This design comes from an exercise in tuning for small area, a short achievable clock period and few clock cycles on the open sky130 flow, not from production work.

==> lagoon: inputs <==
## fm_rsb
module fm_rsb (
    input  wire        clk,
    input  wire        rst,
    input  wire        cmd_valid,
    output wire        cmd_ready,
    input  wire [31:0] cmd,
    output reg         rsp_valid,
    output wire [31:0] rsp,
    output reg         bus_req,
    output reg  [1:0]  bus_op,
    output reg  [7:0]  bus_wdata,
    output reg         bus_rnack,
    input  wire        bus_done,
    input  wire        bus_ack,
    input  wire [7:0]  bus_rdata,
    output reg         dly_req,
    output reg  [9:0]  dly_ms,
    input  wire        dly_done
);
==> flow/config.mk <==
export PLATFORM = sky130hd
export DESIGN_NAME = fm_rsb
export DESIGN_NICKNAME = fm_rsb
export VERILOG_FILES = /design/flow/design.v
export SDC_FILE = /design/flow/constraint.sdc
export NUM_CORES = 4
export LEC_CHECK = 0
export CAP_MARGIN = 20
export CORE_MARGIN = 2
export CORE_UTILIZATION = 40
export CTS_CLUSTER_DIAMETER = 100
export CTS_CLUSTER_SIZE = 22
export SLEW_MARGIN = 20
export SYNTH_HIERARCHICAL = 1
==> flow/constraint.sdc <==
create_clock -name core_clock -period 10.0 [get_ports {clk}]
set_input_delay 2.0000 -clock core_clock [delete_from_list [all_inputs] [get_ports {clk}]]
set_output_delay 2.0000 -clock core_clock [all_outputs]
set_load 0.01 [all_outputs]
standard.sh (not shown) runs the stock make flow with config.mk's settings and CLKGATE_MAP_FILE= SYNTH_SCRIPT=/design/flow/synth_recipe.tcl, a recipe that flattens the netlist after the stock synthesis.
==> flow/flow/run.sh <==
#!/bin/bash
# Standard layout, except: port buffers are plain buffers (buf_2) instead of the
# delay cells the default pick gives, and timing repair aims at a setup slack
# margin well above the one the clock period alone asks for, so that it sizes
# the critical paths. make's output goes to standard.log.
set -euo pipefail
bash standard.sh "BUFFER_PORTS_ARGS=-buffer_cell sky130_fd_sc_hd__buf_2" \
    SETUP_SLACK_MARGIN=6.5 finish > standard.log 2>&1
==> inputs of violet, as changes to lagoon <==
--- a/flow/design.v
+++ b/flow/design.v
@@ -1,10 +1,11 @@
 module rsb_fieldmap (
     input  wire [7:0] fid,
-    output reg  [3:0] freg
+    output reg  [3:0] freg,
+    output reg  [3:0] flo
 );
     always @* begin
         case (fid)
             8'h00, 8'h01:                               freg = 4'h0;
             8'h02, 8'h03, 8'h04:                        freg = 4'h1;
             8'h05, 8'h06, 8'h07, 8'h08, 8'h09, 8'h0A,
             8'h0B, 8'h0C, 8'h0D:                        freg = 4'h2;
@@ -18,14 +19,69 @@
             8'h2A, 8'h2B:                               freg = 4'hA;
             8'h2C, 8'h2D, 8'h2E, 8'h2F:                 freg = 4'hB;
             8'h30:                                      freg = 4'hC;
             8'h31:                                      freg = 4'hD;
             8'h32:                                      freg = 4'hE;
             default:                                    freg = 4'hF;
         endcase
+        case (fid)
+            8'h00: flo = 4'd12;
+            8'h01: flo = 4'd0;
+            8'h02: flo = 4'd10;
+            8'h03: flo = 4'd6;
+            8'h04: flo = 4'd0;
+            8'h05: flo = 4'd15;
+            8'h06: flo = 4'd14;
+            8'h07: flo = 4'd13;
+            8'h08: flo = 4'd11;
+            8'h09: flo = 4'd10;
+            8'h0A: flo = 4'd9;
+            8'h0B: flo = 4'd8;
+            8'h0C: flo = 4'd6;
+            8'h0D: flo = 4'd0;
+            8'h0E: flo = 4'd15;
+            8'h0F: flo = 4'd0;
+            8'h10: flo = 4'd15;
+            8'h11: flo = 4'd14;
+            8'h12: flo = 4'd12;
+            8'h13: flo = 4'd11;
+            8'h14: flo = 4'd10;
+            8'h15: flo = 4'd6;
+            8'h16: flo = 4'd4;
+            8'h17: flo = 4'd2;
+            8'h18: flo = 4'd0;
+            8'h19: flo = 4'd8;
+            8'h1A: flo = 4'd6;
+            8'h1B: flo = 4'd4;
+            8'h1C: flo = 4'd0;
+            8'h1D: flo = 4'd14;
+            8'h1E: flo = 4'd12;
+            8'h1F: flo = 4'd8;
+            8'h20: flo = 4'd4;
+            8'h21: flo = 4'd0;
+            8'h22: flo = 4'd15;
+            8'h23: flo = 4'd14;
+            8'h24: flo = 4'd15;
+            8'h25: flo = 4'd14;
+            8'h26: flo = 4'd13;
+            8'h27: flo = 4'd12;
+            8'h28: flo = 4'd11;
+            8'h29: flo = 4'd9;
+            8'h2A: flo = 4'd8;
+            8'h2B: flo = 4'd0;
+            8'h2C: flo = 4'd14;
+            8'h2D: flo = 4'd12;
+            8'h2E: flo = 4'd10;
+            8'h2F: flo = 4'd0;
+            8'h30: flo = 4'd0;
+            8'h31: flo = 4'd0;
+            8'h32: flo = 4'd0;
+            8'h33: flo = 4'd0;
+            default: flo = 4'd0;
+        endcase
     end
 endmodule
 module rsb_cmddec (
     input  wire [31:0] cmd,
     output reg  [2:0]  cls
 );
     wire [7:0] op  = cmd[31:24];
@@ -124,70 +180,30 @@
             8'h31: fread = w;
             8'h32: fread = w;
             8'h33: fread = w;
             default: fread = 16'h0;
             endcase
         end
     endfunction
-    function [15:0] fshift(input [7:0] a, input [15:0] d);
+    function [15:0] fshl(input [3:0] lo, input [15:0] d);
         begin
-            case (a)
-            8'h00: fshift = {d[3:0], 12'h0};
-            8'h01: fshift = d;
-            8'h02: fshift = {d[5:0], 10'h0};
-            8'h03: fshift = {d[9:0], 6'h0};
-            8'h04: fshift = d;
-            8'h05: fshift = {d[0:0], 15'h0};
-            8'h06: fshift = {d[1:0], 14'h0};
-            8'h07: fshift = {d[2:0], 13'h0};
-            8'h08: fshift = {d[4:0], 11'h0};
-            8'h09: fshift = {d[5:0], 10'h0};
-            8'h0A: fshift = {d[6:0], 9'h0};
-            8'h0B: fshift = {d[7:0], 8'h0};
-            8'h0C: fshift = {d[9:0], 6'h0};
-            8'h0D: fshift = d;
-            8'h0E: fshift = {d[0:0], 15'h0};
-            8'h0F: fshift = d;
-            8'h10: fshift = {d[0:0], 15'h0};
-            8'h11: fshift = {d[1:0], 14'h0};
-            8'h12: fshift = {d[3:0], 12'h0};
-            8'h13: fshift = {d[4:0], 11'h0};
-            8'h14: fshift = {d[5:0], 10'h0};
-            8'h15: fshift = {d[9:0], 6'h0};
-            8'h16: fshift = {d[11:0], 4'h0};
-            8'h17: fshift = {d[13:0], 2'h0};
-            8'h18: fshift = d;
-            8'h19: fshift = {d[7:0], 8'h0};
-            8'h1A: fshift = {d[9:0], 6'h0};
-            8'h1B: fshift = {d[11:0], 4'h0};
-            8'h1C: fshift = d;
-            8'h1D: fshift = {d[1:0], 14'h0};
-            8'h1E: fshift = {d[3:0], 12'h0};
-            8'h1F: fshift = {d[7:0], 8'h0};
-            8'h20: fshift = {d[11:0], 4'h0};
-            8'h21: fshift = d;
-            8'h22: fshift = {d[0:0], 15'h0};
-            8'h23: fshift = {d[1:0], 14'h0};
-            8'h24: fshift = {d[0:0], 15'h0};
-            8'h25: fshift = {d[1:0], 14'h0};
-            8'h26: fshift = {d[2:0], 13'h0};
-            8'h27: fshift = {d[3:0], 12'h0};
-            8'h28: fshift = {d[4:0], 11'h0};
-            8'h29: fshift = {d[6:0], 9'h0};
-            8'h2A: fshift = {d[7:0], 8'h0};
-            8'h2B: fshift = d;
-            8'h2C: fshift = {d[1:0], 14'h0};
-            8'h2D: fshift = {d[3:0], 12'h0};
-            8'h2E: fshift = {d[5:0], 10'h0};
-            8'h2F: fshift = d;
-            8'h30: fshift = d;
-            8'h31: fshift = d;
-            8'h32: fshift = d;
-            8'h33: fshift = d;
-            default: fshift = d;
+            case (lo)
+            4'd0: fshl = (d << 0) & 16'hFFFF;
+            4'd2: fshl = (d << 2) & 16'h000C;
+            4'd4: fshl = (d << 4) & 16'h00F0;
+            4'd6: fshl = (d << 6) & 16'h03C0;
+            4'd8: fshl = (d << 8) & 16'hFF00;
+            4'd9: fshl = (d << 9) & 16'h0600;
+            4'd10: fshl = (d << 10) & 16'hFC00;
+            4'd11: fshl = (d << 11) & 16'h0800;
+            4'd12: fshl = (d << 12) & 16'hF000;
+            4'd13: fshl = (d << 13) & 16'h2000;
+            4'd14: fshl = (d << 14) & 16'hC000;
+            4'd15: fshl = (d << 15) & 16'h8000;
+            default: fshl = 16'h0;
             endcase
         end
     endfunction
     wire [15:0] xw [0:15];         
     reg        bs_lo;              
     reg        be_lo;              
     reg [1:0]  spc;                
@@ -198,14 +214,15 @@
     reg        ex;                 
     reg [31:0] cq;                 
     reg        rsp_ok;
     reg [15:0] rsp_d;
     assign cmd_ready = rdy;
     assign rsp = {rsp_ok, 15'h0, rsp_d};
     reg [3:0]  ptr;                
+    reg [3:0]  flo_q;              
     reg        lo;                 
     reg [3:0]  st;                 
     reg        start_q;            
     reg        srd;                
     reg        aph;                
     reg [1:0]  code;               
     reg        mw_go;              
@@ -300,15 +317,15 @@
     assign fen[10] = {fsel[36], fsel[37], fsel[38], fsel[39], fsel[40], fsel[41], fsel[41], fsel[42], fsel[43], fsel[43], fsel[43], fsel[43], fsel[43], fsel[43], fsel[43], fsel[43]};
     assign fen[11] = {fsel[44], fsel[44], fsel[45], fsel[45], fsel[46], fsel[46], fsel[47], fsel[47], fsel[47], fsel[47], fsel[47], fsel[47], fsel[47], fsel[47], fsel[47], fsel[47]};
     assign fen[12] = {fsel[48], fsel[48], fsel[48], fsel[48], fsel[48], fsel[48], fsel[48], fsel[48], fsel[48], fsel[48], fsel[48], fsel[48], fsel[48], fsel[48], fsel[48], fsel[48]};
     assign fen[13] = {fsel[49], fsel[49], fsel[49], fsel[49], fsel[49], fsel[49], fsel[49], fsel[49], fsel[49], fsel[49], fsel[49], fsel[49], fsel[49], fsel[49], fsel[49], fsel[49]};
     assign fen[14] = {fsel[50], fsel[50], fsel[50], fsel[50], fsel[50], fsel[50], fsel[50], fsel[50], fsel[50], fsel[50], fsel[50], fsel[50], fsel[50], fsel[50], fsel[50], fsel[50]};
     assign fen[15] = {fsel[51], fsel[51], fsel[51], fsel[51], fsel[51], fsel[51], fsel[51], fsel[51], fsel[51], fsel[51], fsel[51], fsel[51], fsel[51], fsel[51], fsel[51], fsel[51]};
     wire        rd_wr = bus_done && ph[2];         
-    wire [15:0] wd = rd_wr ? {bus_rdata, bus_rdata} : c_wrw ? d : fshift(a, d);
+    wire [15:0] wd = rd_wr ? {bus_rdata, bus_rdata} : fshl(flo_q, d);
     genvar gi;
     generate
         for (gi = 0; gi < 16; gi = gi + 1) begin : g_word
             reg [15:0] w;
             assign xw[gi] = w;
             wire       wsel = (ptr == gi);
             wire       b_hi = (rd_wr && wsel && !lo) || (ex && c_wrw && a[3:0] == gi);
@@ -341,16 +358,16 @@
                                   if (gi == 2) w[10] <= 1'b0;         
                               end
                     endcase
                 end
             end
         end
     endgenerate
-    wire [3:0] cmd_freg;
-    rsb_fieldmap u_fmap (.fid(cmd[23:16]), .freg(cmd_freg));
+    wire [3:0] cmd_freg, cmd_flo;
+    rsb_fieldmap u_fmap (.fid(cmd[23:16]), .freg(cmd_freg), .flo(cmd_flo));
     always @(posedge clk) begin
         cq      <= cmd;
         x_legal <= i_legal;
         x_long  <= i_long;
         x_read  <= icls[0];
         if (rst) begin
             rdy       <= 1'b1;
@@ -448,17 +465,18 @@
             end
             if (ex && x_long) begin
                 start_q <= c_start;
                 code    <= 2'd0;
             end
         end
         if (idle) begin
-            st  <= i_s0;
-            srd <= (i_s0 != 4'd1);
-            ptr <= cmd[25] ? cmd_freg : cmd[19:16];
+            st    <= i_s0;
+            srd   <= (i_s0 != 4'd1);
+            ptr   <= cmd[25] ? cmd_freg : cmd[19:16];
+            flo_q <= cmd[25] ? cmd_flo : 4'd0;
         end
     end
     always @(posedge clk) begin
         if (ex && x_read) begin
             rsp_ok <= 1'b1;
             rsp_d  <= sdata;
         end else if (finish) begin
==> flow/flow/run.sh (replaced) <==
#!/bin/bash
# Standard layout, except: port buffers are plain buffers (buf_2) instead of the
# delay cells the default pick gives, and timing repair aims at a setup slack
# margin well above the one the clock period alone asks for, so that it sizes
# the critical paths. make's output goes to standard.log.
set -euo pipefail
bash standard.sh "BUFFER_PORTS_ARGS=-buffer_cell sky130_fd_sc_hd__buf_2" \
    SETUP_SLACK_MARGIN=6.8 finish > standard.log 2>&1
==> flow_summary.json <==
{
  "outcome": "finished clean",
  "seq_area_um2": 9754,
  "final_nets": 1771,
  "rows": 77,
  "grt_pass1_vias": 13580,
  "p_seq_share_pct": 55.8,
  "die_w_um": 214.8,
  "buf_share_pct": 5.349,
  "avgSynthCellArea_um2": 10.84,
  "inverters": 39
}
The numbers above come from violet.

==> flow_summary.json <==
{
  "grt_pass1_vias": 13440,
  "final_nets": 1738,
  "inverters": 36,
  "outcome": "finished clean",
  "buf_share_pct": 5.633,
  "die_w_um": 211.8,
  "p_seq_share_pct": 55.6,
  "seq_area_um2": 9644,
  "rows": 76
}
The numbers above come from lagoon.

No run of this note included a check of the RTL's function; only the layout flow was run.

==> what the ideal ports hide <==
Ports are ideal in the flow. The routed layouts listed here were re-timed in OpenROAD. Step 1: set_driving_cell puts a clkbuf_16 on clk and a buf_2 on each other input, an assumption about the parent block. Step 2 also shifts input and output timing later by t, the mid clock arrival at the registers, as if the neighbouring blocks saw the same clock. a / b / c = no drivers / after step 1 / after step 2; a / b = the first two.
run | shift t [ns] | setup WS [ns] | worst setup path at the end | slew at the worst register clock pin (ns)
lagoon | 0.599 | 6.516 / 6.516 / 5.944 | input to register | 0.10 / 0.10
violet | 0.611 | 6.758 / 6.779 / 6.170 | input to register | 0.10 / 0.10
After both steps every run listed still meets setup and hold. The setup slack of violet, which loses most, moves by +0.021 ns with the drivers and by -0.588 ns with both steps.
